This is an optimization exercise on Yosys and OpenROAD, whose aim is small area, a short achievable clock period and few clock cycles, not a production implementation. Where RTL was checked, it was by simulation tests only, not by an equivalence proof against the original. Function not checked in run 1: the RTL went through the layout flow alone. Power figures rest on the tool's default switching activity, not on a simulated workload.

==> flow/design.v <==
module balboa_codec (
    input  wire       clk,
    input  wire       rst,
    input  wire       cmd_valid,
    output wire       cmd_ready,
    input  wire [3:0] cmd_op,
    input  wire [8:0] cmd_s,
    input  wire [8:0] cmd_n,
    input  wire [7:0] cmd_e,
    input  wire       cmd_d,
    input  wire [4:0] cmd_r,
    input  wire [7:0] cmd_o,
    input  wire [2:0] cmd_b,
    input  wire [3:0] cmd_w,
    input  wire [7:0] cmd_lid,
    output wire       done,
    output wire [2:0] st,
    output wire [7:0] ck,
    output wire       ckok,
    output wire [7:0] lid,
    input  wire       host_we,
    input  wire [7:0] host_addr,
    input  wire [7:0] host_wdata,
    output wire [7:0] host_rdata
);
    localparam FB_SIZE = 71;
    localparam PB_SIZE = 64;
    localparam NFR     = 32;
    localparam PB_PAR  = 24;    
    localparam ST_OK    = 3'd0;
    localparam ST_FRAME = 3'd1;
    localparam ST_CSUM  = 3'd2;
    localparam ST_SIZE  = 3'd3;
    localparam ST_UNK   = 3'd4;
    localparam ST_AMB   = 3'd5;
    localparam ST_ILL   = 3'd6;
    localparam OP_CK_COMPUTE = 4'd1;
    localparam OP_CK_VERIFY  = 4'd2;
    localparam OP_REG_LOOKUP = 4'd3;
    localparam OP_FRAME_ENC  = 4'd4;
    localparam OP_FRAME_DEC  = 4'd5;
    localparam OP_FLD_GET    = 4'd6;
    localparam OP_FLD_PUT    = 4'd7;
    localparam OP_PACK       = 4'd8;
    localparam OP_UNPACK     = 4'd9;
    localparam OP_MSG_DEC    = 4'd10;
    localparam M_CK    = 3'd0;    
    localparam M_DCMP  = 3'd1;    
    localparam M_DLAST = 3'd2;    
    localparam M_COPY  = 3'd3;    
    localparam M_ENC   = 3'd4;    
    localparam M_GET   = 3'd5;    
    localparam M_PUT1  = 3'd6;    
    localparam M_PUT2  = 3'd7;    
    function [7:0] crc_step;
        input [7:0] c_in;
        input [7:0] x;
        integer k;
        reg [7:0] c;
        begin
            c = c_in ^ x;
            for (k = 0; k < 8; k = k + 1)
                c = c[0] ? ((c >> 1) ^ 8'h8C) : (c >> 1);
            crc_step = c;
        end
    endfunction
    function [9:0] lookup;
        input [7:0] t0, t1, t2;
        input       d;
        begin
            lookup = {2'd1, 8'hFF};
            if (t0 == 8'h0A && t1 == 8'hBF) begin
                case (t2)
                    8'h04: lookup = {2'd0, 8'd0};
                    8'h11: lookup = {2'd0, 8'd1};
                    8'h20: lookup = {2'd0, 8'd2};
                    8'h21: lookup = {2'd0, 8'd3};
                    8'h22: lookup = {2'd2, 8'hFF};
                    8'h23: lookup = {2'd0, d ? 8'd12 : 8'd6};
                    8'h27: lookup = {2'd0, 8'd7};
                    8'h92: lookup = {2'd0, 8'd8};
                    8'h24: lookup = {2'd0, 8'd13};
                    8'h28: lookup = {2'd0, 8'd14};
                    8'h2E: lookup = {2'd0, 8'd15};
                    8'h94: lookup = {2'd0, 8'd16};
                    default: ;
                endcase
            end else if (t0 == 8'h10 && t1 == 8'hBF && t2 == 8'h06)
                lookup = {2'd0, 8'd9};
            else if (t0 == 8'hFF && t1 == 8'hAF && t2 == 8'h13)
                lookup = {2'd0, 8'd10};
            else if (t0 == 8'hFF && t1 == 8'hAF && t2 == 8'h26)
                lookup = {2'd0, 8'd11};
        end
    endfunction
    function [30:0] row_info;
        input [4:0] l;
        begin
            case (l)
                5'd0:  row_info = {1'b0, 6'd0,  24'h0ABF04};
                5'd1:  row_info = {1'b1, 6'd2,  24'h0ABF11};
                5'd2:  row_info = {1'b1, 6'd1,  24'h0ABF20};
                5'd3:  row_info = {1'b1, 6'd2,  24'h0ABF21};
                5'd4:  row_info = {1'b1, 6'd3,  24'h0ABF22};
                5'd5:  row_info = {1'b1, 6'd3,  24'h0ABF22};
                5'd6:  row_info = {1'b0, 6'd0,  24'h0ABF23};
                5'd7:  row_info = {1'b1, 6'd2,  24'h0ABF27};
                5'd8:  row_info = {1'b0, 6'd0,  24'h0ABF92};
                5'd9:  row_info = {1'b0, 6'd0,  24'h10BF06};
                5'd10: row_info = {1'b1, 6'd24, 24'hFFAF13};
                5'd11: row_info = {1'b0, 6'd0,  24'hFFAF26};
                5'd12: row_info = {1'b0, 6'd0,  24'h0ABF23};
                5'd13: row_info = {1'b0, 6'd0,  24'h0ABF24};
                5'd14: row_info = {1'b0, 6'd0,  24'h0ABF28};
                5'd15: row_info = {1'b0, 6'd0,  24'h0ABF2E};
                default: row_info = {1'b0, 6'd0, 24'h0ABF94};
            endcase
        end
    endfunction
    function [7:0] fld_mask;
        input [3:0] w;
        begin
            fld_mask = (w >= 4'd8) ? 8'hFF : ((8'h01 << w) - 8'h01);
        end
    endfunction
    reg [8*FB_SIZE-1:0] fb;
    reg [8*PB_SIZE-1:0] pb;
    reg [8*NFR-1:0]     fr;
    reg [7:0] type0, type1, type2;
    reg [6:0] flen;
    reg [6:0] plen;
    reg [7:0] ck_r;
    reg       ckok_r;
    reg [2:0] st_r;
    reg [7:0] lid_r;
    reg [6:0] pv;
    reg [7:0] r0, r0h1, r0h2;      
    reg [7:0] r1, r1h1, r1h2;      
    reg       lastE;               
    reg       busy;
    reg       done_r;
    reg [2:0] mode;
    reg [7:0] ra;                  
    reg [7:0] wa;                  
    reg [6:0] cnt;
    reg [7:0] tmp;
    reg       okf;
    reg       ver_r;               
    reg       msg_r;               
    reg       dec_r;               
    reg       d_r;
    reg [7:0] e_r;
    reg [2:0] b_r;
    reg [3:0] w_r;
    assign cmd_ready = ~busy;
    assign done      = done_r;
    assign st        = st_r;
    assign ck        = ck_r;
    assign ckok      = ckok_r;
    assign lid       = lid_r;
    wire accept = cmd_valid & ~busy;
    wire [7:0] rd_addr = busy ? ra : host_addr;
    reg  [7:0] rdata;
    always @* begin
        rdata = 8'h00;
        if (rd_addr[7] == 1'b0) begin
            if (rd_addr[6:0] < FB_SIZE) rdata = fb[{rd_addr[6:0], 3'b000} +: 8];
        end else if (rd_addr[6] == 1'b0)
            rdata = pb[{rd_addr[5:0], 3'b000} +: 8];
        else if (rd_addr[5] == 1'b0)
            rdata = fr[{rd_addr[4:0], 3'b000} +: 8];
        else case (rd_addr[4:0])
            5'h00: rdata = type0;
            5'h01: rdata = type1;
            5'h02: rdata = type2;
            5'h03: rdata = {1'b0, flen};
            5'h04: rdata = {1'b0, plen};
            5'h05: rdata = ck_r;
            5'h06: rdata = {7'b0, ckok_r};
            5'h07: rdata = {5'b0, st_r};
            5'h08: rdata = lid_r;
            default: rdata = 8'h00;
        endcase
    end
    assign host_rdata = rdata;
    wire [7:0] fb0 = fb[7:0];
    wire [7:0] fb1 = fb[15:8];
    wire [7:0] fb2 = fb[23:16];
    wire [7:0] fb3 = fb[31:24];
    wire [7:0] fb4 = fb[39:32];
    wire [7:0] fb5 = fb[47:40];
    wire [7:0] fb6 = fb[55:48];
    wire [7:0] fb7 = fb[63:56];
    wire [7:0] pb0 = pb[7:0];
    wire [7:0] pb1 = pb[15:8];
    wire [7:0] pb2 = pb[23:16];
    wire [7:0] fr0 = fr[7:0];
    wire [7:0] fr1 = fr[15:8];
    wire [7:0] fr2 = fr[23:16];
    wire op_ck   = (cmd_op == OP_CK_COMPUTE) | (cmd_op == OP_CK_VERIFY);
    wire op_dec  = (cmd_op == OP_FRAME_DEC) | (cmd_op == OP_MSG_DEC);
    wire [9:0] ck_end  = {1'b0, cmd_s} + {1'b0, cmd_n};
    wire       ck_bad  = ck_end > {3'b0, flen};
    wire       ck_s01  = (cmd_s[8:1] == 8'd0);
    wire [8:0] pv9     = {2'b0, pv};
    wire       e_at0   = ck_end[8:0] == pv9;
    wire       e_at1   = ck_end[8:0] + 9'd1 == pv9;
    wire       e_at2   = ck_end[8:0] + 9'd2 == pv9;
    wire       ck_nz   = (cmd_n == 9'd0);
    wire       ck_fast = ck_nz | ((pv != 7'd0) & ck_s01 & (e_at0 | e_at1 | e_at2));
    reg  [7:0] ck_sel;
    always @* begin
        if (ck_nz) ck_sel = 8'h00;
        else if (cmd_s[0] == 1'b0) ck_sel = e_at0 ? r0 : e_at1 ? r0h1 : r0h2;
        else                       ck_sel = e_at0 ? r1 : e_at1 ? r1h1 : r1h2;
    end
    wire [8:0] dec_len  = {1'b0, fb1} + 9'd3;
    wire       dec_bad0 = (flen < 7'd7) | (fb0 != 8'h7E) | (dec_len != {2'b0, flen});
    wire       dec_fast = (pv == flen);               
    wire       dec_bad1 = dec_fast & ~lastE;          
    wire       dec_ok_f = (r1h1 == 8'h00);            
    wire       fld_bad  = ({1'b0, cmd_o} >= {2'b0, plen}) | (cmd_w == 4'd0) | (cmd_w > 4'd8) |
                          ({2'b0, cmd_b} + {1'b0, cmd_w} > 5'd8);
    wire       cur_msg  = busy ? msg_r : (cmd_op == OP_MSG_DEC);
    wire       cur_d    = busy ? d_r : cmd_d;
    wire [6:0] dec_n    = flen - 7'd7;
    wire       lk_frame = busy | op_dec;
    wire [9:0] lk       = lookup(lk_frame ? fb2 : type0, lk_frame ? fb3 : type1,
                                 lk_frame ? fb4 : type2, cur_d);
    wire [1:0] lk_res   = lk[9:8];
    wire [7:0] lk_lid   = lk[7:0];
    wire [4:0]  ul       = lk_frame ? lk_lid[4:0] : cmd_lid[4:0];
    wire [30:0] ul_info  = row_info(ul);
    wire        ul_hasz  = ul_info[30];
    wire [5:0]  ul_size  = ul_info[29:24];
    wire [6:0]  ul_plen  = lk_frame ? dec_n : plen;
    wire        ul_szbad = ul_hasz & ({1'b0, ul_size} != ul_plen);
    wire        lid_bad  = (cmd_lid > 8'd16);
    wire [7:0]  us0      = lk_frame ? fb5 : pb0;
    wire [7:0]  us1      = lk_frame ? fb6 : pb1;
    wire [7:0]  us2      = lk_frame ? fb7 : pb2;
    reg        wb_we;
    reg  [7:0] wb_addr;
    reg  [7:0] wb_data;
    wire [7:0] fmask   = fld_mask(w_r);
    wire [7:0] fld_get = (rdata >> b_r) & fmask;
    wire [7:0] fld_put = (rdata & ~(fmask << b_r)) | ((tmp & fmask) << b_r);
    always @* begin
        wb_we   = 1'b0;
        wb_addr = wa;
        wb_data = rdata;
        if (!busy) begin
            if (cmd_valid) begin
                wb_we   = (cmd_op == OP_FRAME_ENC);
                wb_addr = 8'h00;
                wb_data = 8'h7E;
            end else begin
                wb_we   = host_we;
                wb_addr = host_addr;
                wb_data = host_wdata;
            end
        end else begin
            case (mode)
                M_COPY: wb_we = 1'b1;
                M_ENC: begin
                    wb_we = 1'b1;
                    case (wa)
                        8'd1: wb_data = {1'b0, plen} + 8'd4;
                        8'd2: wb_data = type0;
                        8'd3: wb_data = type1;
                        8'd4: wb_data = type2;
                        default:
                            if (cnt == 7'd2)      wb_data = r1;
                            else if (cnt == 7'd1) wb_data = 8'h7E;
                            else                  wb_data = rdata;
                    endcase
                end
                M_GET: begin wb_we = 1'b1; wb_data = fld_get; end
                M_PUT2: begin wb_we = 1'b1; wb_data = fld_put; end
                default: ;
            endcase
        end
    end
    wire wb_fb = wb_we & (wb_addr[7] == 1'b0) & (wb_addr[6:0] < FB_SIZE);
    wire wb_pb = wb_we & (wb_addr[7:6] == 2'b10);
    wire wb_fr = wb_we & (wb_addr[7:5] == 3'b110);
    wire wb_rg = wb_we & (wb_addr[7:5] == 3'b111);
    wire [7:0] step0 = crc_step((wb_addr[6:0] == 7'd0) ? 8'h00 : r0, wb_data);
    wire [7:0] step1 = crc_step(r1, wb_data);
    wire [7:0] tstep = crc_step(tmp, rdata);
    wire dec_commit_acc = accept & op_dec & ~dec_bad0 & dec_fast & ~dec_bad1 & dec_ok_f;
    wire dec_commit_bsy = busy & (mode == M_DLAST) & (rdata == 8'h7E) & okf;
    wire dec_commit     = dec_commit_acc | dec_commit_bsy;
    wire [7:0] dec_ck   = busy ? tmp : r1h2;
    wire       copy_more = (dec_n > PB_PAR);
    wire do_pack   = accept & (cmd_op == OP_PACK) & ~lid_bad;
    wire do_unpack = (accept & (cmd_op == OP_UNPACK) & ~lid_bad & ~ul_szbad) |
                     (dec_commit & cur_msg & (lk_res == 2'd0) & ~ul_szbad);
    integer i;
    always @(posedge clk) begin
        for (i = 0; i < FB_SIZE; i = i + 1)
            if (wb_fb && wb_addr[6:0] == i) fb[8*i +: 8] <= wb_data;
        for (i = 0; i < PB_SIZE; i = i + 1)
            if (wb_pb && wb_addr[5:0] == i) pb[8*i +: 8] <= wb_data;
        for (i = 0; i < NFR; i = i + 1)
            if (wb_fr && wb_addr[4:0] == i) fr[8*i +: 8] <= wb_data;
        if (wb_rg) begin
            case (wb_addr[4:0])
                5'h00: type0 <= wb_data;
                5'h01: type1 <= wb_data;
                5'h02: type2 <= wb_data;
                default: ;
            endcase
        end
        if (dec_commit) begin
            type0 <= fb2;
            type1 <= fb3;
            type2 <= fb4;
            for (i = 0; i < PB_PAR; i = i + 1)
                if (i < dec_n) pb[8*i +: 8] <= fb[8*(i+5) +: 8];
        end
        if (do_pack) begin
            type0 <= ul_info[23:16];
            type1 <= ul_info[15:8];
            type2 <= ul_info[7:0];
            case (ul)
                5'd1: begin pb[7:0] <= fr0; pb[15:8] <= 8'h00; end
                5'd2: begin pb[7:0] <= fr0; end
                5'd3: begin pb[7:0] <= {fr1[0], fr0[6:0]}; pb[15:8] <= fr2; end
                5'd4, 5'd5: begin pb[7:0] <= fr0; pb[15:8] <= fr1; pb[23:16] <= fr2; end
                5'd7: begin pb[7:0] <= 8'h01; pb[15:8] <= fr0; end
                default: ;
            endcase
        end
        if (do_unpack) begin
            case (ul)
                5'd1, 5'd2: fr[7:0] <= us0;
                5'd3: begin
                    fr[7:0]   <= {1'b0, us0[6:0]};
                    fr[15:8]  <= {7'b0, us0[7]};
                    fr[23:16] <= us1;
                end
                5'd4, 5'd5: begin fr[7:0] <= us0; fr[15:8] <= us1; fr[23:16] <= us2; end
                5'd7: fr[7:0] <= us1;
                default: ;
            endcase
        end
        if (accept) begin
            d_r   <= cmd_d;
            e_r   <= cmd_e;
            b_r   <= cmd_b;
            w_r   <= cmd_w;
            ver_r <= (cmd_op == OP_CK_VERIFY);
            msg_r <= (cmd_op == OP_MSG_DEC);
            dec_r <= op_dec;
            tmp   <= 8'h00;
            case (cmd_op)
                OP_CK_COMPUTE, OP_CK_VERIFY: begin
                    mode <= M_CK;
                    ra   <= {1'b0, cmd_s[6:0]};
                    cnt  <= cmd_n[6:0];
                end
                OP_FRAME_DEC, OP_MSG_DEC: begin
                    mode <= M_CK;
                    ra   <= 8'd1;
                    cnt  <= flen - 7'd3;
                end
                OP_FRAME_ENC: begin
                    mode <= M_ENC;
                    ra   <= 8'h7C;           
                    wa   <= 8'd1;
                    cnt  <= plen + 7'd6;
                end
                OP_FLD_GET: begin
                    mode <= M_GET;
                    ra   <= {2'b10, cmd_o[5:0]};
                    wa   <= {3'b110, cmd_r};
                end
                default: begin               
                    mode <= M_PUT1;
                    ra   <= {3'b110, cmd_r};
                    wa   <= {2'b10, cmd_o[5:0]};
                end
            endcase
        end else if (busy) begin
            case (mode)
                M_CK: begin
                    tmp <= tstep;
                    ra  <= ra + 8'd1;
                    cnt <= cnt - 7'd1;
                    if (cnt == 7'd1) mode <= M_DCMP;
                end
                M_DCMP: begin
                    okf  <= (rdata == tmp);
                    ra   <= ra + 8'd1;
                    mode <= M_DLAST;
                end
                M_COPY, M_ENC: begin
                    ra  <= ra + 8'd1;
                    wa  <= wa + 8'd1;
                    cnt <= cnt - 7'd1;
                end
                M_PUT1: begin
                    tmp  <= rdata;
                    ra   <= wa;
                    mode <= M_PUT2;
                end
                default: ;
            endcase
        end
        if (dec_commit) begin
            mode <= M_COPY;
            ra   <= 8'd5 + PB_PAR;
            wa   <= 8'h80 + PB_PAR;
            cnt  <= dec_n - PB_PAR;
        end
        if (rst) begin
            pv     <= 7'd0;
            busy   <= 1'b0;
            done_r <= 1'b0;
            st_r   <= ST_OK;
            ckok_r <= 1'b0;
            ck_r   <= 8'h00;
            lid_r  <= 8'hFF;
            flen   <= 7'd0;
            plen   <= 7'd0;
        end else begin
            if (wb_fb) begin
                if (wb_addr[6:0] == 7'd0 || wb_addr[6:0] == pv) begin
                    lastE <= (wb_data == 8'h7E);
                    r0    <= step0;
                    r0h1  <= r0;
                    r0h2  <= r0h1;
                    r1    <= step1;
                    r1h1  <= r1;
                    r1h2  <= r1h1;
                    pv    <= pv + 7'd1;
                    if (wb_addr[6:0] == 7'd0) begin
                        r0h1 <= 8'h00;
                        r1   <= 8'h00;
                        pv   <= 7'd1;
                    end
                end else if (wb_addr[6:0] < pv)
                    pv <= 7'd0;
            end
            if (wb_rg && wb_addr[4:0] == 5'h03 && wb_data <= FB_SIZE) flen <= wb_data[6:0];
            if (wb_rg && wb_addr[4:0] == 5'h04 && wb_data <= PB_SIZE) plen <= wb_data[6:0];
            done_r <= 1'b0;
            if (accept) begin
                busy <= 1'b1;
                case (cmd_op)
                OP_CK_COMPUTE, OP_CK_VERIFY: begin
                    if (ck_bad) begin
                        st_r <= ST_ILL; busy <= 1'b0; done_r <= 1'b1;
                    end else if (ck_fast) begin
                        ck_r <= ck_sel;
                        if (cmd_op == OP_CK_VERIFY) ckok_r <= (ck_sel == cmd_e);
                        st_r <= ST_OK; busy <= 1'b0; done_r <= 1'b1;
                    end
                end
                OP_REG_LOOKUP: begin
                    lid_r <= lk_lid;
                    st_r  <= (lk_res == 2'd0) ? ST_OK : (lk_res == 2'd1) ? ST_UNK : ST_AMB;
                    busy <= 1'b0; done_r <= 1'b1;
                end
                OP_FRAME_ENC: ;
                OP_FRAME_DEC, OP_MSG_DEC: begin
                    if (dec_bad0 | dec_bad1) begin
                        st_r <= ST_FRAME; busy <= 1'b0; done_r <= 1'b1;
                    end else if (dec_fast & ~dec_ok_f) begin
                        ck_r <= r1h2; ckok_r <= 1'b0; st_r <= ST_CSUM; busy <= 1'b0; done_r <= 1'b1;
                    end
                end
                OP_FLD_GET, OP_FLD_PUT: begin
                    if (fld_bad) begin
                        st_r <= ST_ILL; busy <= 1'b0; done_r <= 1'b1;
                    end
                end
                OP_PACK: begin
                    if (lid_bad) st_r <= ST_ILL;
                    else begin
                        if (ul_hasz) plen <= {1'b0, ul_size};
                        st_r <= ST_OK;
                    end
                    busy <= 1'b0; done_r <= 1'b1;
                end
                OP_UNPACK: begin
                    st_r <= lid_bad ? ST_ILL : ul_szbad ? ST_SIZE : ST_OK;
                    busy <= 1'b0; done_r <= 1'b1;
                end
                default: begin
                    st_r <= ST_ILL; busy <= 1'b0; done_r <= 1'b1;
                end
                endcase
            end else if (busy) begin
                case (mode)
                M_CK: if (cnt == 7'd1 && !dec_r) begin
                    ck_r <= tstep;
                    if (ver_r) ckok_r <= (tstep == e_r);
                    st_r <= ST_OK; busy <= 1'b0; done_r <= 1'b1;
                end
                M_DLAST: begin
                    if (rdata != 8'h7E) begin
                        st_r <= ST_FRAME; busy <= 1'b0; done_r <= 1'b1;
                    end else if (!okf) begin
                        ck_r <= tmp; ckok_r <= 1'b0; st_r <= ST_CSUM; busy <= 1'b0; done_r <= 1'b1;
                    end
                end
                M_COPY: if (cnt == 7'd1) begin
                    busy <= 1'b0; done_r <= 1'b1;
                end
                M_ENC: begin
                    if (cnt == 7'd2) ck_r <= r1;
                    if (cnt == 7'd1) begin
                        flen <= plen + 7'd7;
                        st_r <= ST_OK; busy <= 1'b0; done_r <= 1'b1;
                    end
                end
                M_GET, M_PUT2: begin
                    st_r <= ST_OK; busy <= 1'b0; done_r <= 1'b1;
                end
                default: ;
                endcase
            end
            if (dec_commit) begin
                plen   <= dec_n;
                ck_r   <= dec_ck;
                ckok_r <= 1'b1;
                if (cur_msg) begin
                    lid_r <= lk_lid;
                    st_r  <= (lk_res == 2'd1) ? ST_UNK : (lk_res == 2'd2) ? ST_AMB :
                             ul_szbad ? ST_SIZE : ST_OK;
                end else
                    st_r  <= ST_OK;
                busy   <= copy_more;
                done_r <= ~copy_more;
            end
        end
    end
endmodule
==> flow/run.sh <==
#!/bin/bash
# synth_recipe.tcl (not shown) runs the flow's synth.tcl, then flattens the netlist and writes it again
# the make line also repeats each setting of config.mk as NAME=value (left out here)
make -C /OpenROAD-flow-scripts/flow DESIGN_CONFIG=/design/flow/config.mk WORK_HOME=/design/flow/orfs CLKGATE_MAP_FILE= SYNTH_SCRIPT=/design/flow/synth_recipe.tcl finish
==> flow/config.mk <==
export PLATFORM = sky130hd
export DESIGN_NAME = balboa_codec
export DESIGN_NICKNAME = balboa_codec
export VERILOG_FILES = /design/flow/design.v
export SDC_FILE = /design/flow/constraint.sdc
export NUM_CORES = 4
export LEC_CHECK = 0
export CAP_MARGIN = 20
export CORE_MARGIN = 2
export CORE_UTILIZATION = 40
export PLACE_DENSITY = 0.6
export SLEW_MARGIN = 20
==> flow/constraint.sdc <==
create_clock -name core_clock -period 8.0 [get_ports {clk}]
set_input_delay 1.6000 -clock core_clock [delete_from_list [all_inputs] [get_ports {clk}]]
set_output_delay 1.6000 -clock core_clock [all_outputs]
set_load 0.01 [all_outputs]
==> results of run 1 <==
-- kinds of logic after synthesis --
family                   count (synthesis)
multiplexers                           245
AO/OA/AOI/OAI                         2184
flip-flops                            1506
XOR/XNOR                               150
buffers and inverters                  568
AND/OR/NAND/NOR                       1811
adder cells (fa/ha/maj)                 69
-- layout make-up --
cell class                 instances  area share [%]
antenna                            5          0.0148
clock buffer                     218            5.27
clock inverter                    77            1.22
inverter                          97           0.449
multi-input combinational       4459            33.1
sequential                      1506            50.1
tap                             2370            3.51
timing repair buffer             557            6.32
-- state kept, by name, summed over array words and instances (netlist names), 8 cells and up --
name   cells
tmp        8
r1         8
ck_r       8
wa         8
type1      8
r0h1       8
e_r        8
type2      8
r0h2       8
pb       512
ra         8
fr       256
r0         8
lid_r      8
fb       568
r1h2       8
type0      8
r1h1       8
-- synth_stat cells (78+ instances only) --
| library cell | instances | share of area [%] |
|---|---|---|
| a21o_1 | 234 | 2.4 |
| a21oi_1 | 579 | 4.0 |
| buf_2 | 136 | 0.94 |
| clkbuf_1 | 272 | 1.4 |
| dfxtp_1 | 286 | 7.9 |
| edfxtp_1 | 1220 | 51 |
| inv_1 | 93 | 0.48 |
| mux2i_1 | 156 | 2.2 |
| nand2_1 | 503 | 2.6 |
| nand3_1 | 113 | 0.78 |
| nor2_1 | 653 | 3.4 |
| nor3_1 | 91 | 0.63 |
| nor4_1 | 78 | 0.67 |
| o21ai_0 | 435 | 3.0 |
| o22ai_1 | 363 | 3.1 |
| xnor2_1 | 88 | 1.1 |
-- timing repair --
item / CTS / global route
setup buffers: 0 / 0
resized for setup: 1 / 1
gates cloned: 0 / 0
endpoints found under the setup margin: 1 / 2
pin swaps: 0 / 0
-- worst paths after layout --
| path | start | endpoint | depth (start not counted) |
|---|---|---|---|
| worst max-delay path | host_addr[1] | host_rdata[0] | 12 |
| worst min-delay path | r0h1[3]$_DFFE_PP_ | r0h2[3]$_DFFE_PP_ | 0 |
| worst max register to register | busy$_SDFF_PP0_ | plen[4]$_SDFF_PP0_ | 17 |
| worst min register to register | r0h1[3]$_DFFE_PP_ | r0h2[3]$_DFFE_PP_ | 0 |
-- stage by stage --
stage | instance area (um^2) | power (W) | cells
global placement | 78900 | 0.0113 | 8988
CTS | 84400 | 0.0190 | 9284
floorplan | 72500 | 0.0102 | 6533
global route | 84500 | 0.0195 | 9287
detailed placement | 79000 | 0.0113 | 8989
finish | 84500 | 0.0191 | 9289
-- worst reg2reg max path, stage by stage, from the launching register on --
cell and delay (ns):
dfxtp_4 0.56, or3b_4 0.80, buf_12 0.37, a21oi_1 0.46, nor4_1 0.48, o22ai_1 0.18, nor4_1 0.92, o32ai_1 0.49
o21ai_2 0.48, buf_4 0.30, and4b_1 0.22, nand4_1 0.33, nand2_1 0.24, buf_12 0.23, a31oi_1 0.49, a21oi_1 0.18
o21ai_0 0.12, a21oi_1 0.07
-- power by group through the flow --
stage	clock network, W	registers [W]	logic [W]
2_1_floorplan	0	0.00886	0.00132
3_3_place_gp	0	0.00895	0.00237
3_5_place_dp	0	0.00895	0.00239
4_1_cts	0.00783	0.00878	0.00240
5_1_grt	0.00814	0.00879	0.00258
6_report	0.00781	0.00879	0.00249
-- cell usage in the layout, fill, tap and decap left out, types with 33 or more instances in the layout --
cell type / n
a211oi_1: 36
a21o_1: 234
a21oi_1: 579
a22oi_1: 39
a31oi_1: 46
a41oi_1: 45
and3_1: 39
buf_12: 71
buf_4: 378
clkbuf_1: 42
clkbuf_16: 166
clkdlybuf4s50_1: 107
dfxtp_1: 285
edfxtp_1: 1220
ha_1: 66
inv_1: 86
mux2_2: 46
mux2i_1: 155
mux4_2: 36
nand2_1: 502
nand2b_1: 33
nand3_1: 113
nand4_1: 69
nor2_1: 649
nor3_1: 86
nor4_1: 77
o2111ai_1: 37
o21ai_0: 435
o22ai_1: 363
or3_1: 35
xnor2_1: 88
xor2_1: 52
-- per-layer routing --
metal / part of all wire (%) / global-route usage [%] / up-vias
li1: - / - / 25600
met1: 39 / 44.4 / 30200
met2: 43 / 47.8 / 4386
met3: 11 / 7.25 / 862
met4: 6.6 / 18.1 / 12
met5: 0.023 / 0 / -
==> run notes, run 1 <==
The switching part of the total power is 27.0%. The sequential cells in the finished layout cover a total of 42400 um^2. The slowest stage of the critical path belongs to the cell o21ai_2. Once routing completed, OpenROAD measured the worst setup slack at -0.198 ns. The wire length per cell after detailed routing came out at 33.3 um.

The violation count after the first detailed-route iteration came out at 9807. The number of rows created at floorplan came out at 156. The die is 430 um tall. The worst setup path is launched from a primary input. The via count of the first global-routing pass came out at 56600.

The relative slew slack is 19.9%. The synthesis-stage register bit count is 1506. The post-CTS clock slew at the launch and capture registers of the worst setup and hold paths came out at 0.06 ns.

The layout overhead on the synthesized area came out at 16.6%. The number of pins exceeding their max-slew limit in the final report came out at 0. The initial antenna violation count is 16. The largest fanout of any net on the critical path came out at 18. The deepest level of the CTS H-tree came out at 4. The worst hold slack after final layout is 0.430 ns. Setup repair after global routing left no endpoint under its margin. The share of power burned in registers is 46.1%. The number of buffers inserted by hold repair at cts is 0.

The average footprint of a synthesized cell came out at 11.1 um^2. The CTS tree is built. The placeable core region came out at 180000 um^2.

The ratio of cells with drive above 1 in the final layout is 13.0%. The cell at the root of the clock tree is clkbuf_16. Static timing analysis puts the maximum clock frequency at 0.122 GHz. The total congestion overflow came out at 0. The number of DRC violations after detailed routing is 0. After synthesis, the largest family of logic cells by area is compound AO/OA/AOI/OAI gates. The synthesized netlist devotes 1.21% of its cell area to adder and majority cells. Of the synthesized area, sequential elements account for 58.5%. The total internal power is 0.0139 W.

The post-synthesis net count is 6680. Together, buffers and inverters on the worst path number 5. The synthesized cell area came out at 72500 um^2. The family with the most delay on the worst path is compound AO/OA/AOI/OAI gates.

The total power divided by cell area came out at 226 nW/um^2. The max capacitance violation total is 0. The number of filler instances in the final layout is 16400. The net count reported at finish came out at 6930. The flow ran to the end, but the layout failed its checks. The number of cells produced by synthesis is 6533. The worst slack at placement came out at -0.0859 ns.

The predominant post-synthesis flop cell is edfxtp_1. Yosys mapped a number of flops with a built-in enable equal to 1220. The count of pins on the block boundary is 109. The count of vias placed by the detailed router came out at 61000. The clock reaches the later pin of the worst-skew pair after 0.85 ns. The longest individual stage delay on the worst path is 0.70 ns. In the final layout, the multi-input gates occupy 27900 um^2. The overall global routing resource usage is 32.5%. The maximum buffer depth of the clock tree came out at 3. The count of clock tree sinks is 1506. The total of endpoints with negative setup slack in the final report is 1. The area of the die is 185000 um^2. The first global-routing pass estimated 433 mm of wire.

The half-perimeter wire length after placement came out at 217 mm. The data required time at the worst endpoint is 6.40 ns. The final setup skew is 0.0606 ns. The number of CTS-inserted buffers came out at 162. The final period utilization is 102%.

The initial cell density of the core came out at 40.2%. Counting I/O delays and the setup requirement, the final critical path takes 8.20 ns. Before antenna repair, the detailed router went through 8 iterations. The horizontal extent of the die came out at 430 um.

The post-synthesis compound-gate area fraction came out at 19.3%. The fraction of the core area covered by cells at the end of the flow is 46.8%. The leakage power figure came out at 28.8 nW. The pin count of the biggest net entering global routing came out at 142.

In this run the layout check failures are negative setup slack. The simple-gate area share of the yosys netlist is 11.7%. The count of endpoints failing hold in the final timing report came out at 0. For the final routed database, the setup TNS stands at -0.198 ns. The share of total power dissipated in combinational logic is 13.0%. STA classifies the critical path endpoint as a primary output. In this run, distinct cell masters in the synthesized netlist total 120. The data arrival time of the critical path came out at 6.60 ns.

The post-synthesis xor/xnor area fraction is 1.98%. The share of power burned in the clock network is 40.9%. The power dissipated by switching net loads is 0.00515 W. The final layout contains routed wiring with a total length of 310 mm. The share of flip-flops with an asynchronous set or reset came out at 0%. The slack of the worst reg-to-reg path came out at 0.93 ns. The worst hold path belongs to the class flip-flop to flip-flop. The maximum vdd drop came out at 0.216 mV. The number of warnings reported in the yosys synthesis log came out at 1. The average via count per standard cell is 6.57. Walking the worst path, the cells encountered are clkdlybuf4s50_1, nand3b_1, and2_4, buf_12, buf_4, buf_4, o22ai_1, o21ai_0, nand4_1, o2111a_1, o21ai_2, clkdlybuf4s50_1. At the pin with the least slew margin, the transition time is 1.20 ns.

The critical path in this run is classified as primary input to primary output. Once detail routing completed, the nets flagged for antenna violations numbered 0. The portion of netlist area occupied by mux cells is 4.14%.

Input and output buffers added on the ports amount to 108. Routability-driven placement finished with a final weighted congestion of 1.06.
==> inputs of run 2 (changes only) <==
--- a/flow/design.v
+++ b/flow/design.v
@@ -161,2 +161,3 @@
     wire accept = cmd_valid & ~busy;
+    integer i;
     wire [7:0] rd_addr = busy ? ra : host_addr;
@@ -165,20 +166,17 @@
         rdata = 8'h00;
-        if (rd_addr[7] == 1'b0) begin
-            if (rd_addr[6:0] < FB_SIZE) rdata = fb[{rd_addr[6:0], 3'b000} +: 8];
-        end else if (rd_addr[6] == 1'b0)
-            rdata = pb[{rd_addr[5:0], 3'b000} +: 8];
-        else if (rd_addr[5] == 1'b0)
-            rdata = fr[{rd_addr[4:0], 3'b000} +: 8];
-        else case (rd_addr[4:0])
-            5'h00: rdata = type0;
-            5'h01: rdata = type1;
-            5'h02: rdata = type2;
-            5'h03: rdata = {1'b0, flen};
-            5'h04: rdata = {1'b0, plen};
-            5'h05: rdata = ck_r;
-            5'h06: rdata = {7'b0, ckok_r};
-            5'h07: rdata = {5'b0, st_r};
-            5'h08: rdata = lid_r;
-            default: rdata = 8'h00;
-        endcase
+        for (i = 0; i < FB_SIZE; i = i + 1)
+            rdata = rdata | (fb[8*i +: 8] & {8{rd_addr == i}});
+        for (i = 0; i < PB_SIZE; i = i + 1)
+            rdata = rdata | (pb[8*i +: 8] & {8{rd_addr == 8'h80 + i}});
+        for (i = 0; i < NFR; i = i + 1)
+            rdata = rdata | (fr[8*i +: 8] & {8{rd_addr == 8'hC0 + i}});
+        rdata = rdata | (type0 & {8{rd_addr == 8'hE0}});
+        rdata = rdata | (type1 & {8{rd_addr == 8'hE1}});
+        rdata = rdata | (type2 & {8{rd_addr == 8'hE2}});
+        rdata = rdata | ({1'b0, flen} & {8{rd_addr == 8'hE3}});
+        rdata = rdata | ({1'b0, plen} & {8{rd_addr == 8'hE4}});
+        rdata = rdata | (ck_r & {8{rd_addr == 8'hE5}});
+        rdata = rdata | ({7'b0, ckok_r} & {8{rd_addr == 8'hE6}});
+        rdata = rdata | ({5'b0, st_r} & {8{rd_addr == 8'hE7}});
+        rdata = rdata | (lid_r & {8{rd_addr == 8'hE8}});
     end
@@ -254,3 +252,3 @@
                 wb_we   = (cmd_op == OP_FRAME_ENC);
-                wb_addr = 8'h00;
+                wb_addr = {1'b0, plen} + 8'd6;
                 wb_data = 8'h7E;
@@ -266,12 +264,3 @@
                     wb_we = 1'b1;
-                    case (wa)
-                        8'd1: wb_data = {1'b0, plen} + 8'd4;
-                        8'd2: wb_data = type0;
-                        8'd3: wb_data = type1;
-                        8'd4: wb_data = type2;
-                        default:
-                            if (cnt == 7'd2)      wb_data = r1;
-                            else if (cnt == 7'd1) wb_data = 8'h7E;
-                            else                  wb_data = rdata;
-                    endcase
+                    if (cnt == 7'd1) wb_data = r1;        
                 end
@@ -290,2 +279,7 @@
     wire [7:0] tstep = crc_step(tmp, rdata);
+    wire       enc_acc = accept & (cmd_op == OP_FRAME_ENC);
+    wire [7:0] enc_len = {1'b0, plen} + 8'd4;
+    wire [7:0] hdr_c1  = crc_step(crc_step(crc_step(crc_step(8'h00, enc_len), type0), type1), type2);
+    wire [7:0] hdr_k0  = crc_step(crc_step(crc_step(crc_step(crc_step(8'h00, 8'h7E), 8'h00), 8'h00), 8'h00), 8'h00);
+    wire [7:0] hdr_c0  = hdr_c1 ^ hdr_k0;
     wire dec_commit_acc = accept & op_dec & ~dec_bad0 & dec_fast & ~dec_bad1 & dec_ok_f;
@@ -298,3 +292,2 @@
                      (dec_commit & cur_msg & (lk_res == 2'd0) & ~ul_szbad);
-    integer i;
     always @(posedge clk) begin
@@ -314,2 +307,9 @@
         end
+        if (enc_acc) begin
+            fb[7:0]   <= 8'h7E;
+            fb[15:8]  <= enc_len;
+            fb[23:16] <= type0;
+            fb[31:24] <= type1;
+            fb[39:32] <= type2;
+        end
         if (dec_commit) begin
@@ -369,5 +369,5 @@
                     mode <= M_ENC;
-                    ra   <= 8'h7C;           
-                    wa   <= 8'd1;
-                    cnt  <= plen + 7'd6;
+                    ra   <= 8'h80;
+                    wa   <= 8'd5;
+                    cnt  <= plen + 7'd1;
                 end
@@ -427,3 +427,9 @@
         end else begin
-            if (wb_fb) begin
+            if (enc_acc) begin
+                r0 <= hdr_c0;
+                r1 <= hdr_c1;
+                pv <= 7'd5;
+            end else if (busy && mode == M_ENC && cnt == 7'd1) begin
+                pv <= 7'd0;          
+            end else if (wb_fb) begin
                 if (wb_addr[6:0] == 7'd0 || wb_addr[6:0] == pv) begin
@@ -511,8 +517,6 @@
                 end
-                M_ENC: begin
-                    if (cnt == 7'd2) ck_r <= r1;
-                    if (cnt == 7'd1) begin
-                        flen <= plen + 7'd7;
-                        st_r <= ST_OK; busy <= 1'b0; done_r <= 1'b1;
-                    end
+                M_ENC: if (cnt == 7'd1) begin
+                    ck_r <= r1;
+                    flen <= plen + 7'd7;
+                    st_r <= ST_OK; busy <= 1'b0; done_r <= 1'b1;
                 end
--- a/flow/config.mk
+++ b/flow/config.mk
@@ -9,4 +9,5 @@
 export CORE_MARGIN = 2
-export CORE_UTILIZATION = 40
-export PLACE_DENSITY = 0.6
+export CORE_UTILIZATION = 50
+export PLACE_DENSITY = 0.65
+export SETUP_SLACK_MARGIN = 3.0
 export SLEW_MARGIN = 20
==> run 2 against run 1 <==
Against the previous run:
- the flow now stops in global routing (5_1_grt)
- area after synthesis rose by 1.8%
- synthesized cell count increased by 1.6%
==> run notes, run 2 <==
Progress stopped at global routing (5_1_grt). The average footprint of a synthesized cell is 11.1 um^2. The share of synthesized area in the top cell type comes to 49.3%. The count of buffers added on input and output ports is 108.

Ranked by instance count, the synthesized netlist is headed by 1212 x edfxtp_1, 604 x nor2_1, 503 x nand3_1. The flow did not finish. Routability-driven placement finished with a final weighted congestion of 1.40.

The predominant post-synthesis flop cell is edfxtp_1. edfxtp_1 takes more of the synthesized area than any other cell. Sorting the synthesized cells by area gives the leading types as edfxtp_1 49%, dfxtp_1 8.0%, nand3_1 3.4%. Summing every instance area after synthesis gives 73800 um^2.

The die is 388 um wide. The synthesis-stage register bit count is 1506. After synthesis, the largest family of logic cells by area is simple AND/OR/NAND/NOR gates. In this run, CTS created clock tree buffers numbering 161. The synthesized netlist devotes 1.16% of its cell area to adder and majority cells. The overall global routing resource usage is 82.7%. The via count of the first global-routing pass came out at 84400. The portion of netlist area occupied by mux cells came out at 2.78%. The HPWL after detailed placement is 400 mm.

The total overflow left after global routing is 727. The number of nets in the synthesized netlist is 6782. The pin count of the biggest net entering global routing is 93. The first global-routing pass estimated 854 mm of wire. The initial utilization of the core area, before any placement, comes to 50.5%. The count of clock tree sinks came out at 1506. The count of pins on the block boundary is 109. Of all flip-flops after synthesis, the portion carrying an async set or reset was 0%. The tool reported: "[ERROR GRT-0116] Global routing finished with congestion. Check the congestion regions in the DRC Viewer".

Summing the areas of all compound-gate instances in the mapped netlist gives 15.6% of the synthesized area. The number of unique standard cell types used by synthesis is 123. The deepest level of the CTS H-tree came out at 4. The number of enable-type register cells in the synthesized netlist came out at 1212.

In this run the clock root is driven by a clkbuf_16. For this run, the number of Yosys warnings is 1. The number of rows created at floorplan is 140. The post-synthesis xor/xnor area fraction is 2.98%. The height of the chip came out at 388 um.

Counting tap cells, the placed design contains a total of 9107 instances. The simple-gate area share of the yosys netlist is 16.9%. The most common cell in the synthesized netlist is edfxtp_1. The number of cells produced by synthesis came out at 6636.

Of the synthesized area, sequential elements account for 57.3%. The maximum buffer depth of the clock tree came out at 3.
run 2: cell count changes after synthesis, moves of 171 or more:
| cell | delta |
|---|---|
| a21o_1 | -209 |
| a21oi_1 | -262 |
| o22ai_1 | -291 |
| o21ai_0 | -183 |
| a22oi_1 | +171 |
| nand3_1 | +390 |
run 2: how the worst max path moves through the flow:
stage	endpoint	startpoint	cells past startpoint	slack, ns
floorplan	flen[2]$_SDFF_PP0_	host_addr[0]	19	1.75
global placement	host_rdata[5]	host_addr[4]	14	-0.71
detailed placement	host_rdata[3]	host_addr[4]	13	-0.36
CTS	host_rdata[6]	host_addr[1]	18	1.43
run 2: metrics by stage:
step                instance area (um^2)  setup WS, ns
floorplan                          75700          1.75
global placement                   85000        -0.709
detailed placement                 85000        -0.363
CTS                                96400          1.43
run 2: cell families after synthesis:
family	after synthesis
and+or+nand+nor	2477
AOI/OAI and AO/OA	1613
DFF	1506
buffers and inverters	563
xor gates and xnor gates	224
muxes	186
adders and majority gates	67
run 2: power groups by stage:
stage / Clock (W) / Combinational, W / Sequential (W)
after CTS: 0.00785 / 0.00296 / 0.00894
after detailed placement: 0 / 0.00264 / 0.00910
after global placement: 0 / 0.00260 / 0.00910
after floorplan: 0 / 0.00138 / 0.00891
run 2: what timing repair did:
| item | 4_1_cts |
|---|---|
| buffers inserted | 308 |
| setup endpoints to repair | 2262 |
| hold buffers | 0 |
| cloned | 18 |
| pin swaps | 213 |
| gates resized for setup | 591 |
run 2: metal layers:
layer  track usage [%]  GRT overflow
met5              51.8            10
met3              76.5            56
met1              84.5            48
met2              91.3           332
met4              77.0           281
Testbench counts of run 2, summed over its fixed seeds: cycles 17,779.
==> inputs of run 3 (changes only) <==
--- a/flow/design.v
+++ b/flow/design.v
@@ -166,19 +166,25 @@
         rdata = 8'h00;
-        for (i = 0; i < FB_SIZE; i = i + 1)
-            rdata = rdata | (fb[8*i +: 8] & {8{rd_addr == i}});
-        for (i = 0; i < PB_SIZE; i = i + 1)
-            rdata = rdata | (pb[8*i +: 8] & {8{rd_addr == 8'h80 + i}});
-        for (i = 0; i < NFR; i = i + 1)
-            rdata = rdata | (fr[8*i +: 8] & {8{rd_addr == 8'hC0 + i}});
-        rdata = rdata | (type0 & {8{rd_addr == 8'hE0}});
-        rdata = rdata | (type1 & {8{rd_addr == 8'hE1}});
-        rdata = rdata | (type2 & {8{rd_addr == 8'hE2}});
-        rdata = rdata | ({1'b0, flen} & {8{rd_addr == 8'hE3}});
-        rdata = rdata | ({1'b0, plen} & {8{rd_addr == 8'hE4}});
-        rdata = rdata | (ck_r & {8{rd_addr == 8'hE5}});
-        rdata = rdata | ({7'b0, ckok_r} & {8{rd_addr == 8'hE6}});
-        rdata = rdata | ({5'b0, st_r} & {8{rd_addr == 8'hE7}});
-        rdata = rdata | (lid_r & {8{rd_addr == 8'hE8}});
+        if (rd_addr[7] == 1'b0) begin
+            if (rd_addr[6:0] < FB_SIZE) rdata = fb[{rd_addr[6:0], 3'b000} +: 8];
+        end else if (rd_addr[6] == 1'b0)
+            rdata = pb[{rd_addr[5:0], 3'b000} +: 8];
+        else if (rd_addr[5] == 1'b0)
+            rdata = fr[{rd_addr[4:0], 3'b000} +: 8];
+        else case (rd_addr[4:0])
+            5'h00: rdata = type0;
+            5'h01: rdata = type1;
+            5'h02: rdata = type2;
+            5'h03: rdata = {1'b0, flen};
+            5'h04: rdata = {1'b0, plen};
+            5'h05: rdata = ck_r;
+            5'h06: rdata = {7'b0, ckok_r};
+            5'h07: rdata = {5'b0, st_r};
+            5'h08: rdata = lid_r;
+            default: rdata = 8'h00;
+        endcase
     end
     assign host_rdata = rdata;
+    reg  [7:0] rdq;
+    reg        rv;                 
+    always @(posedge clk) rdq <= rdata;
     wire [7:0] fb0 = fb[7:0];
@@ -243,4 +249,4 @@
     wire [7:0] fmask   = fld_mask(w_r);
-    wire [7:0] fld_get = (rdata >> b_r) & fmask;
-    wire [7:0] fld_put = (rdata & ~(fmask << b_r)) | ((tmp & fmask) << b_r);
+    wire [7:0] fld_get = (rdq >> b_r) & fmask;
+    wire [7:0] fld_put = (rdq & ~(fmask << b_r)) | ((tmp & fmask) << b_r);
     always @* begin
@@ -248,3 +254,3 @@
         wb_addr = wa;
-        wb_data = rdata;
+        wb_data = rdq;
         if (!busy) begin
@@ -261,8 +267,8 @@
             case (mode)
-                M_COPY: wb_we = 1'b1;
+                M_COPY: wb_we = rv;
                 M_ENC: begin
-                    wb_we = 1'b1;
+                    wb_we = rv | (cnt == 7'd1);
                     if (cnt == 7'd1) wb_data = r1;        
                 end
-                M_GET: begin wb_we = 1'b1; wb_data = fld_get; end
+                M_GET: begin wb_we = rv; wb_data = fld_get; end
                 M_PUT2: begin wb_we = 1'b1; wb_data = fld_put; end
@@ -278,3 +284,3 @@
     wire [7:0] step1 = crc_step(r1, wb_data);
-    wire [7:0] tstep = crc_step(tmp, rdata);
+    wire [7:0] tstep = crc_step(tmp, rdq);
     wire       enc_acc = accept & (cmd_op == OP_FRAME_ENC);
@@ -285,3 +291,3 @@
     wire dec_commit_acc = accept & op_dec & ~dec_bad0 & dec_fast & ~dec_bad1 & dec_ok_f;
-    wire dec_commit_bsy = busy & (mode == M_DLAST) & (rdata == 8'h7E) & okf;
+    wire dec_commit_bsy = busy & (mode == M_DLAST) & (rdq == 8'h7E) & okf;
     wire dec_commit     = dec_commit_acc | dec_commit_bsy;
@@ -356,2 +362,3 @@
             tmp   <= 8'h00;
+            rv    <= 1'b0;
             case (cmd_op)
@@ -385,11 +392,14 @@
         end else if (busy) begin
+            rv <= 1'b1;
             case (mode)
                 M_CK: begin
-                    tmp <= tstep;
-                    ra  <= ra + 8'd1;
-                    cnt <= cnt - 7'd1;
-                    if (cnt == 7'd1) mode <= M_DCMP;
+                    ra <= ra + 8'd1;
+                    if (rv) begin
+                        tmp <= tstep;
+                        cnt <= cnt - 7'd1;
+                        if (cnt == 7'd1) mode <= M_DCMP;
+                    end
                 end
                 M_DCMP: begin
-                    okf  <= (rdata == tmp);
+                    okf  <= (rdq == tmp);
                     ra   <= ra + 8'd1;
@@ -397,11 +407,22 @@
                 end
-                M_COPY, M_ENC: begin
-                    ra  <= ra + 8'd1;
-                    wa  <= wa + 8'd1;
-                    cnt <= cnt - 7'd1;
+                M_COPY: begin
+                    ra <= ra + 8'd1;
+                    if (rv) begin
+                        wa  <= wa + 8'd1;
+                        cnt <= cnt - 7'd1;
+                    end
+                end
+                M_ENC: begin
+                    ra <= ra + 8'd1;
+                    if (rv || cnt == 7'd1) begin
+                        wa  <= wa + 8'd1;
+                        cnt <= cnt - 7'd1;
+                    end
                 end
                 M_PUT1: begin
-                    tmp  <= rdata;
-                    ra   <= wa;
-                    mode <= M_PUT2;
+                    if (!rv) ra <= wa;
+                    else begin
+                        tmp  <= rdq;
+                        mode <= M_PUT2;
+                    end
                 end
@@ -411,2 +432,3 @@
         if (dec_commit) begin
+            rv   <= 1'b0;
             mode <= M_COPY;
@@ -502,3 +524,3 @@
                 case (mode)
-                M_CK: if (cnt == 7'd1 && !dec_r) begin
+                M_CK: if (rv && cnt == 7'd1 && !dec_r) begin
                     ck_r <= tstep;
@@ -508,3 +530,3 @@
                 M_DLAST: begin
-                    if (rdata != 8'h7E) begin
+                    if (rdq != 8'h7E) begin
                         st_r <= ST_FRAME; busy <= 1'b0; done_r <= 1'b1;
@@ -514,3 +536,3 @@
                 end
-                M_COPY: if (cnt == 7'd1) begin
+                M_COPY: if (rv && cnt == 7'd1) begin
                     busy <= 1'b0; done_r <= 1'b1;
@@ -522,3 +544,6 @@
                 end
-                M_GET, M_PUT2: begin
+                M_GET: if (rv) begin
+                    st_r <= ST_OK; busy <= 1'b0; done_r <= 1'b1;
+                end
+                M_PUT2: begin
                     st_r <= ST_OK; busy <= 1'b0; done_r <= 1'b1;
--- a/flow/config.mk
+++ b/flow/config.mk
@@ -9,5 +9,5 @@
 export CORE_MARGIN = 2
-export CORE_UTILIZATION = 50
-export PLACE_DENSITY = 0.65
-export SETUP_SLACK_MARGIN = 3.0
+export CORE_UTILIZATION = 40
+export PLACE_DENSITY = 0.6
+export SETUP_SLACK_MARGIN = 2.0
 export SLEW_MARGIN = 20
==> run 3 against run 2 <==
Against the previous run:
- synthesized cell count shrank 12%
- area after synthesis shrank 1.3%
- now clean on timing, DRC and antenna
==> run notes, run 3 <==
The flow ran to the end and the layout has no timing, DRC or antenna violations. The worst-case IR drop observed on VDD is 0.221 mV. The iteration count of the initial detailed-routing pass is 6.

The sequential cell area fraction in the yosys report is 58.3%. The share of power burned in registers came out at 47.5%. The instance count along the most critical hold path is 0.

The average footprint of a synthesized cell came out at 12.4 um^2. The worst setup path is captured at a primary output. The synthesis-stage register bit count is 1515. The register with the highest flop count is fb. The dominant combinational cell family by area after synthesis is multiplexers. In this run the worst setup path begins at host_addr[0]. TritonCTS built the clock tree. Summing the areas of all fa, ha and maj instances in the mapped netlist gives 1.15% of the synthesized area. The largest fanout of any net on the critical path is 7. The clock drives 1515 sinks. The deepest level of the CTS H-tree is 4. The summed negative setup slack over all endpoints is 0 ns. The hold path startpoint is r0h1[3]$_DFFE_PP_.

Synthesis produced a netlist with a net count of 6004. The number of rows created at floorplan came out at 156. Pin placement for this block handled 109 I/O pins. The total congestion overflow came out at 0.

In the final layout, the registers with the most flip-flops are fb (568), pb (512), fr (256). Leaving out fill and tap cells, the most frequent cell in the layout is edfxtp_1. The share of flip-flops with an asynchronous set or reset is 0%. Counting both buffers and inverters, the worst setup path holds a total of 6. Leaving out fill and tap cells, the most frequent cells in the layout are 1212 x edfxtp_1, 764 x nand2_1, 494 x nor2_1, 334 x a21oi_1, 322 x mux4_2.

The most frequently used cell type in the post-synthesis netlist is edfxtp_1. The combinational share of power came out at 13.6%. Counting every instance in the synthesized netlist gives 5859.

The critical path in this run is classified as primary input to primary output. The routability congestion estimate came out at 1.01. The tightest min-delay check is of the flip-flop to flip-flop type. The final period utilization is 78.4%. The smallest clock period supported by the final layout is computed as 6.27 ns. The count of endpoints failing hold in the final timing report is 0. The endpoint identified for the worst register-to-register timing path is fb[209]$_DFFE_PP_. The post-synthesis compound-gate area fraction is 9.50%.

The analysis attributes to net switching a power of 0.00498 W. The max capacitance violation total came out at 0. The horizontal extent of the die came out at 431 um. The cell type of the slowest stage on the worst timing path is a311oi_4. The total power divided by cell area came out at 220 nW/um^2. STA classifies the critical path startpoint as a primary input. The half-perimeter wire length after placement came out at 175 mm. The total placed instance area is 78000 um^2. The wire length per cell after detailed routing came out at 29.8 um. During placement, the flow inserted port buffers numbering 108. The final setup skew came out at 0.0458 ns. The worst flop-to-flop path startpoint is plen[1]$_SDFF_PP0_. The initial antenna violation count is 6.

The family with the most delay on the worst path is compound AO/OA/AOI/OAI gates. The ratio of cells with drive above 1 in the final layout is 18.7%. The synthesized netlist occupies a cell area of 72800 um^2. The number of buffers inserted by hold repair at cts is 0. The number of flip-flops in the largest register is 568. The data arrival time of the critical path is 4.67 ns. The initial cell density of the core is 40.3%.

The violation count after the first detailed-route iteration came out at 7151. The global-route wire length before repair came out at 366 mm. The post-synthesis xor/xnor area fraction is 2.74%. Clock-pin slew was measured on the worst setup and hold paths at 0.06 ns. The worst reg-to-reg path cell count came out at 12. The number of filler instances in the final layout is 15900. Entering global routing, the biggest net connects 175 pins. The number of unique standard cell types used by synthesis came out at 109. In the routed design, unresolved DRC markers number 0.

The fraction of post-synthesis cell area in the top cell type by area is 50.0%. For this design the static power due to leakage is 29.5 nW. The source-to-sink clock delay at the later pin of the worst-skew pair came out at 0.82 ns. The cell at the root of the clock tree is clkbuf_16. The area of the die is 185000 um^2. The biggest area contributor in the post-synthesis netlist is edfxtp_1. The number of enable-type register cells in the synthesized netlist came out at 1212.

The worst hold endpoint is r0h2[3]$_DFFE_PP_. The portion of netlist area occupied by mux cells came out at 14.2%. The final wirelength is 256 mm. The total of endpoints with negative setup slack in the final report is 0.

The most used flip-flop cell after synthesis is edfxtp_1. The slack of the worst reg-to-reg path came out at 2.22 ns. The longest clock path from root to sink contains 3 buffers. The switching part of the total power is 26.6%. The cell that appears most often on the critical path is buf_12. The placeable core region is 181000 um^2.

The post-layout instance area came out at 85200 um^2. The signal on the critical path passes through buf_12, mux2i_4, buf_12, buf_12, buf_4, mux4_2, nand2_2, and3_4, a311oi_1, a311oi_2, buf_4, nor3_2, a311oi_4, o22ai_4, buf_6. For the pin with the worst max-slew slack, the measured transition is 1.16 ns. In the post-synthesis netlist, the biggest area contributors are edfxtp_1 50%, mux4_2 10%, dfxtp_1 8.3%.

The detail route stage leaves a number of antenna-violating nets equal to 0. The number of pins exceeding their max-slew limit in the final report is 0. The layout overhead on the synthesized area is 17.0%. The relative slew slack came out at 22.1%. The simple-gate area share of the yosys netlist is 11.7%.

The longest individual stage delay on the worst path came out at 0.57 ns. The number of CTS-inserted buffers is 158. Setup repair after global routing could not meet its margin everywhere. The total internal power came out at 0.0137 W.

The share of power burned in the clock network came out at 38.9%. For this run, the number of Yosys warnings is 1. In the routed layout, each cell is associated on average with a via count of 6.18.

The net count reported at finish came out at 6241. In the global route stage, overall resource usage came out at 27.1%. The height of the chip is 431 um. The count of vias placed by the detailed router is 53200. The data required time at the worst endpoint came out at 6.40 ns.

The via count of the first global-routing pass is 51000. The achievable clock frequency is 0.159 GHz. By count the netlist is led by 1212 x edfxtp_1, 772 x nand2_1, 530 x nor2_1.
## run 3: cell count changes after synthesis, moves of 61 or more
| cell | delta |
|---|---|
| nor2_1 | -74 |
| a22oi_1 | -190 |
| mux2i_1 | +140 |
| nand2_1 | +271 |
| nand4_1 | -163 |
| buf_2 | -92 |
| a22o_1 | -64 |
| and3_1 | -61 |
| a32oi_1 | -134 |
| nand3_1 | -311 |
| nor3_1 | -78 |
| mux4_2 | +312 |
## run 3: worst reg2reg max path, delay by kind of cell (launching register included)
kind / cells / cell delay [ns]
AOI/OAI and AO/OA: 3 / 1.15
xor gates and xnor gates: 1 / 0.20
adders and majority gates: 1 / 0.32
buffers and inverters: 2 / 0.61
DFF: 1 / 0.74
and+or+nand+nor: 5 / 2.37
## run 3: final cells by class
class | count | area, um^2 | share of cell area, %
diodes | 7 | 17.5 | 0.0206
clock buffers | 206 | 4220 | 4.95
clock inverters | 88 | 880 | 1.03
inverters | 87 | 335 | 0.394
multi-input cells | 3896 | 29800 | 35.0
flip-flops and latches | 1515 | 42500 | 49.8
well taps | 2370 | 2970 | 3.48
repair buffers | 438 | 4490 | 5.27
## run 3: metal layers
| layer | global-route usage (%) | wire length (um) | vias up |
|---|---|---|---|
| li1 | - | - | 22800 |
| met1 | 35.6 | 99000 | 26800 |
| met2 | 42.7 | 118000 | 3014 |
| met3 | 5.25 | 24700 | 623 |
| met4 | 13.6 | 14900 | 2 |
| met5 | 0 | 12 | - |
## run 3: stage by stage
stage	hold slack (ns)	setup WS [ns]	utilization, %	power [W]	std cells
2_1_floorplan	0.422	2.02	-	0.0104	5859
3_3_place_gp	0.437	-0.0725	43.1	0.0113	8221
3_5_place_dp	0.442	-0.0852	43.1	0.0113	8221
4_1_cts	0.461	1.87	46.9	0.0187	8582
5_1_grt	0.473	1.72	47.1	0.0192	8602
6_report	0.462	1.73	47.1	0.0187	8607
## run 3: worst max-delay path by stage
| stage | to | slack [ns] | cells past startpoint |
|---|---|---|---|
| after floorplan | fb[14]$_DFFE_PP_ | 2.02 | 9 |
| after global placement | host_rdata[7] | -0.07 | 13 |
| after detailed placement | host_rdata[7] | -0.09 | 13 |
| after CTS | host_rdata[7] | 1.87 | 15 |
| after global routing | host_rdata[7] | 1.72 | 15 |
| final | host_rdata[7] | 1.73 | 15 |
## run 3: kinds of logic (layout without fill, tap and decap cells)
logic type | count (synthesis) | after routing
AND/OR/NAND/NOR | 1894 | 1895
flip-flops | 1515 | 1515
AO/OA/AOI/OAI | 1090 | 1090
multiplexers | 627 | 633
buffers and inverters | 455 | 819
XOR/XNOR | 212 | 212
adder cells (fa/ha/maj) | 66 | 66
other | 0 | 7
## run 3: power by group through the flow
| stage | Clock, W | Sequential, W | Combinational [W] |
|---|---|---|---|
| 2_1_floorplan | 0 | 0.00895 | 0.00143 |
| 3_3_place_gp | 0 | 0.00904 | 0.00228 |
| 3_5_place_dp | 0 | 0.00904 | 0.00230 |
| 4_1_cts | 0.00736 | 0.00888 | 0.00246 |
| 5_1_grt | 0.00767 | 0.00890 | 0.00268 |
| 6_report | 0.00729 | 0.00889 | 0.00254 |
## run 3: repair_timing
item	in CTS	in global routing
setup buffers	54	15
resized for setup	224	73
setup endpoints to repair	125	341
cloned	13	1
pin swaps	50	26
Testbench counts of run 3, summed over its fixed seeds: cycles 18,464.
==> inputs of run 4 (changes only) <==
--- a/flow/design.v
+++ b/flow/design.v
@@ -249,3 +249,3 @@
     wire [7:0] fmask   = fld_mask(w_r);
-    wire [7:0] fld_get = (rdq >> b_r) & fmask;
+    wire [7:0] fld_get = (rdata >> b_r) & fmask;    
     wire [7:0] fld_put = (rdq & ~(fmask << b_r)) | ((tmp & fmask) << b_r);
@@ -269,6 +269,7 @@
                 M_ENC: begin
-                    wb_we = rv | (cnt == 7'd1);
+                    wb_we = 1'b1;
                     if (cnt == 7'd1) wb_data = r1;        
+                    else if (!rv)    wb_data = pb0;       
                 end
-                M_GET: begin wb_we = rv; wb_data = fld_get; end
+                M_GET: begin wb_we = 1'b1; wb_data = fld_get; end
                 M_PUT2: begin wb_we = 1'b1; wb_data = fld_put; end
@@ -376,3 +377,3 @@
                     mode <= M_ENC;
-                    ra   <= 8'h80;
+                    ra   <= 8'h81;           
                     wa   <= 8'd5;
@@ -415,7 +416,5 @@
                 M_ENC: begin
-                    ra <= ra + 8'd1;
-                    if (rv || cnt == 7'd1) begin
-                        wa  <= wa + 8'd1;
-                        cnt <= cnt - 7'd1;
-                    end
+                    ra  <= ra + 8'd1;
+                    wa  <= wa + 8'd1;
+                    cnt <= cnt - 7'd1;
                 end
@@ -544,3 +543,3 @@
                 end
-                M_GET: if (rv) begin
+                M_GET: begin
                     st_r <= ST_OK; busy <= 1'b0; done_r <= 1'b1;
==> run 4 against run 3 <==
Against the previous run:
- still clean on timing, DRC and antenna
- clock power increased by 7.5%
- clock skew increased by 0.022 ns
- flip-flop and latch count unchanged
- critical path type unchanged
==> run notes, run 4 <==
The flow ran to the end and the layout has no timing, DRC or antenna violations. Counting instances in the post-synthesis netlist gives the leading cell types as 1212 x edfxtp_1, 691 x a21oi_1, 656 x nand2_1. The number of unique standard cell types used by synthesis came out at 112. The most frequently used cell type in the post-synthesis netlist is edfxtp_1. The register with the highest flop count is fb. The count of vias placed by the detailed router is 62900. In the final design database the tool counted 7175 nets. Summing all multi-input logic gate instances after layout gives 30500 um^2. For this run the aggregate overflow at the end of global routing stands at 0. Timing would allow up to 0.164 GHz. The synthesis-stage register bit count came out at 1515. The total placed instance area is 80000 um^2.

The area of the die came out at 188000 um^2. The post-CTS clock slew at the launch and capture registers of the worst setup and hold paths is 0.05 ns. The summed negative setup slack over all endpoints came out at 0 ns. The largest total area in the synthesized netlist belongs to edfxtp_1. The number of filler instances in the final layout came out at 16600. The initial antenna violation count is 14. Summed over all cells, the static leakage comes to 30.6 nW. The number of pins exceeding their max-slew limit in the final report came out at 0.

The maximum vdd drop is 0.211 mV. The number of flip-flops in the largest register came out at 568. The number of enable-type register cells in the synthesized netlist came out at 1212. The largest fanout of any net on the critical path is 13. The data arrival time of the critical path is 4.49 ns.

The ratio of cells with drive above 1 in the final layout came out at 16.3%. The placeable core region came out at 183000 um^2. Summing every instance area after synthesis gives 74000 um^2. In the final layout, the registers with the most flip-flops are fb (568), pb (512), fr (256). The first global-routing pass estimated 462 mm of wire. The wire length per cell after detailed routing came out at 35.0 um. Counting every sink on the clock net gives 1515. In this run the worst hold path is classified as flip-flop to flip-flop. The post-synthesis net count is 6852. The data required time at the worst endpoint came out at 6.40 ns.

For the pin with the worst max-slew slack, the measured transition is 1.18 ns. The number of rows created at floorplan came out at 157. The number of buffers inserted by hold repair at cts is 0. The max capacitance violation total is 0.

The count of pins on the block boundary is 109. The layout overhead on the synthesized area came out at 19.7%. Setup violations remaining at the end of the flow were counted as 0. The CTS tree is built. The fraction of post-synthesis cell area in the top cell type by area came out at 49.2%.

The predominant post-synthesis flop cell is edfxtp_1. The total power divided by cell area came out at 229 nW/um^2. The overall global routing resource usage came out at 34.9%. The average footprint of a synthesized cell came out at 11.0 um^2. The post-layout instance area came out at 88500 um^2. The count of endpoints failing hold in the final timing report is 0. The number of input and output port buffers inserted came out at 108. The via count of the first global-routing pass is 58100. Registers take 42500 um^2.

The final wirelength is 337 mm. The horizontal extent of the die came out at 434 um. The source-to-sink clock delay at the later pin of the worst-skew pair is 0.87 ns. The relative slew slack came out at 21.3%.

Entering global routing, the biggest net connects 81 pins. Using the TritonRoute via totals, the vias-per-cell ratio works out to 6.52. The critical path in this run is classified as primary input to primary output.

From bottom edge to top edge, the die measures 434 um. Subtracting the final worst setup slack from the clock period gives 6.09 ns. The final period utilization is 76.1%. The top cell types in the final layout, fill and taps aside, are 1212 x edfxtp_1, 684 x a21oi_1, 647 x nand2_1, 546 x nor2_1, 414 x buf_4.

The detail route stage leaves a number of antenna-violating nets equal to 0. The initial cell density of the core came out at 40.3%. The number of warnings reported in the yosys synthesis log came out at 1. The worst slack at placement is 0.217 ns. Sequential elements use 57.4% of the synthesized area.

The final setup skew came out at 0.0680 ns. The number of cells produced by synthesis is 6707. For this run, the detailed router's first-pass iteration total came to 7. After detailed routing, the number of remaining DRC violations is 0. Ranked by total cell area, the synthesized netlist is headed by edfxtp_1 49%, dfxtp_1 8.2%, a21oi_1 4.7%. The number of CTS-inserted buffers is 166. Leaving out fill and tap cells, the most frequent cell in the layout is edfxtp_1.

Setup repair after global routing could not meet its margin everywhere. The deepest level of the CTS H-tree is 4. The half-perimeter wire length after placement is 228 mm. STA classifies the critical path startpoint as a primary input. The routability congestion estimate came out at 1.02. The cell at the root of the clock tree is clkbuf_16. The violation count after the first detailed-route iteration is 10000. The maximum buffer depth of the clock tree is 3. The worst setup path is captured at a primary output.

The worst path meets setup with 1.91 ns of slack. The share of flip-flops with an asynchronous set or reset is 0%.
## run 4: cell types whose count changed after synthesis, moves of 33 or more
cell / change
o22ai_1: +212
nand4_1: +42
nor4_1: +48
a21oi_1: +354
nand2_1: -116
clkbuf_1: -33
o21ai_0: +117
a311oi_1: -59
buf_2: +133
nor2_1: +42
a21o_1: +155
mux4_2: -267
and3_1: -54
## run 4: area by class of cell
type,count,area share [%]
Sequential cell,1515,48.0
Multi-Input combinational cell,4604,34.4
Timing Repair Buffer,645,7.37
Clock buffer,223,5.07
Tap cell,2464,3.48
Clock inverter,88,1.17
Inverter,98,0.431
Antenna cell,9,0.0255
## run 4: metrics by stage
| stage | hold slack (ns) | total power [W] | std cells | utilization, % |
|---|---|---|---|---|
| 2_1_floorplan | 0.418 | 0.0107 | 6707 | - |
| 3_3_place_gp | 0.424 | 0.0121 | 9201 | 43.6 |
| 3_5_place_dp | 0.424 | 0.0121 | 9202 | 43.6 |
| 4_1_cts | 0.440 | 0.0200 | 9612 | 47.8 |
| 5_1_grt | 0.458 | 0.0207 | 9639 | 48.2 |
| 6_report | 0.439 | 0.0202 | 9646 | 48.2 |
## run 4: logic make-up after synthesis
family,count (synthesis),share of synthesized area (%)
simple gates,1895,11.8
flops,1515,57.4
buf+inv,596,3.50
compound gates,2043,17.3
mux,357,5.87
xor+xnor,235,2.97
fa+ha+maj,66,1.14
## run 4: what timing repair did
action / in CTS / in global routing
gates cloned: 17 / 4
resized for setup: 256 / 103
setup endpoints to repair: 1378 / 47
pin swaps: 49 / 50
buffers inserted: 82 / 21
## run 4: critical path, stage by stage
cell and delay, ns:
buf_16 0.12, mux2_8 0.35, buf_12 0.23, mux4_2 0.65, o211ai_1 0.52, nor4_1 0.17
a311oi_1 0.30, buf_4 0.27, o31ai_4 0.08, buf_2 0.16
## run 4: worst paths after layout
check / startpoint / end / slack (ns) / cells past startpoint
worst max-delay path: host_addr[0] / host_rdata[6] / 1.91 / 10
worst min-delay path: r0h1[7]$_DFFE_PP_ / r0h2[7]$_DFFE_PP_ / 0.44 / 0
worst max register to register: busy$_SDFF_PP0_ / fr[22]$_DFF_P_ / 2.33 / 23
worst min register to register: r0h1[7]$_DFFE_PP_ / r0h2[7]$_DFFE_PP_ / 0.44 / 0
## run 4: metal layers
layer  vias up  track usage [%]  wire length (um)
li1      26100                -                 -
met1     31100             46.4            129000
met2      4699             50.7            142000
met3      1036             9.07             40700
met4        14             21.6             25300
met5         -                0                90
## run 4: power by group
| group | leakage, nW | total [W] | internal (W) | switching, W |
|---|---|---|---|---|
| Sequential | 13.3 | 0.00903 | 0.00875 | 0.000289 |
| Clock | 2.67 | 0.00784 | 0.00439 | 0.00345 |
| Combinational | 14.6 | 0.00335 | 0.00118 | 0.00217 |
| Total | 30.6 | 0.0202 | 0.0143 | 0.00591 |
Testbench counts of run 4, summed over its fixed seeds: cycles 17,902.

==> what the ideal ports hide <==
In the flow no input, the clock included, has a driving cell. The finished layouts below were timed again as built, in two steps. Step 1 (the two cells are an assumption about what drives the block):
set clk [get_ports {clk}]
set_driving_cell -lib_cell sky130_fd_sc_hd__clkbuf_16 $clk
set_driving_cell -lib_cell sky130_fd_sc_hd__buf_2 [delete_from_list [all_inputs] $clk]
Step 2 times the ports against the registers' clock, not the clock port: input delays grow and output delays shrink by t, the midpoint of the rising clock arrivals with the driver on. a / b / c = no drivers / after step 1 / after step 2; a / b = the first two.
run	shift t [ns]	setup WS [ns]	worst setup path after step 2	worst slew at a driven data input, ns
run 1	0.903	-0.198 / -0.223 / -0.255	input to register	0.15
run 3	0.885	1.728 / 1.620 / 1.100	input to register	0.20
run 4	0.927	1.911 / 1.753 / 1.054	input to register	0.18
For run 4, which loses most, drivers alone change the setup slack by -0.158 ns; drivers and shift together by -0.857 ns.
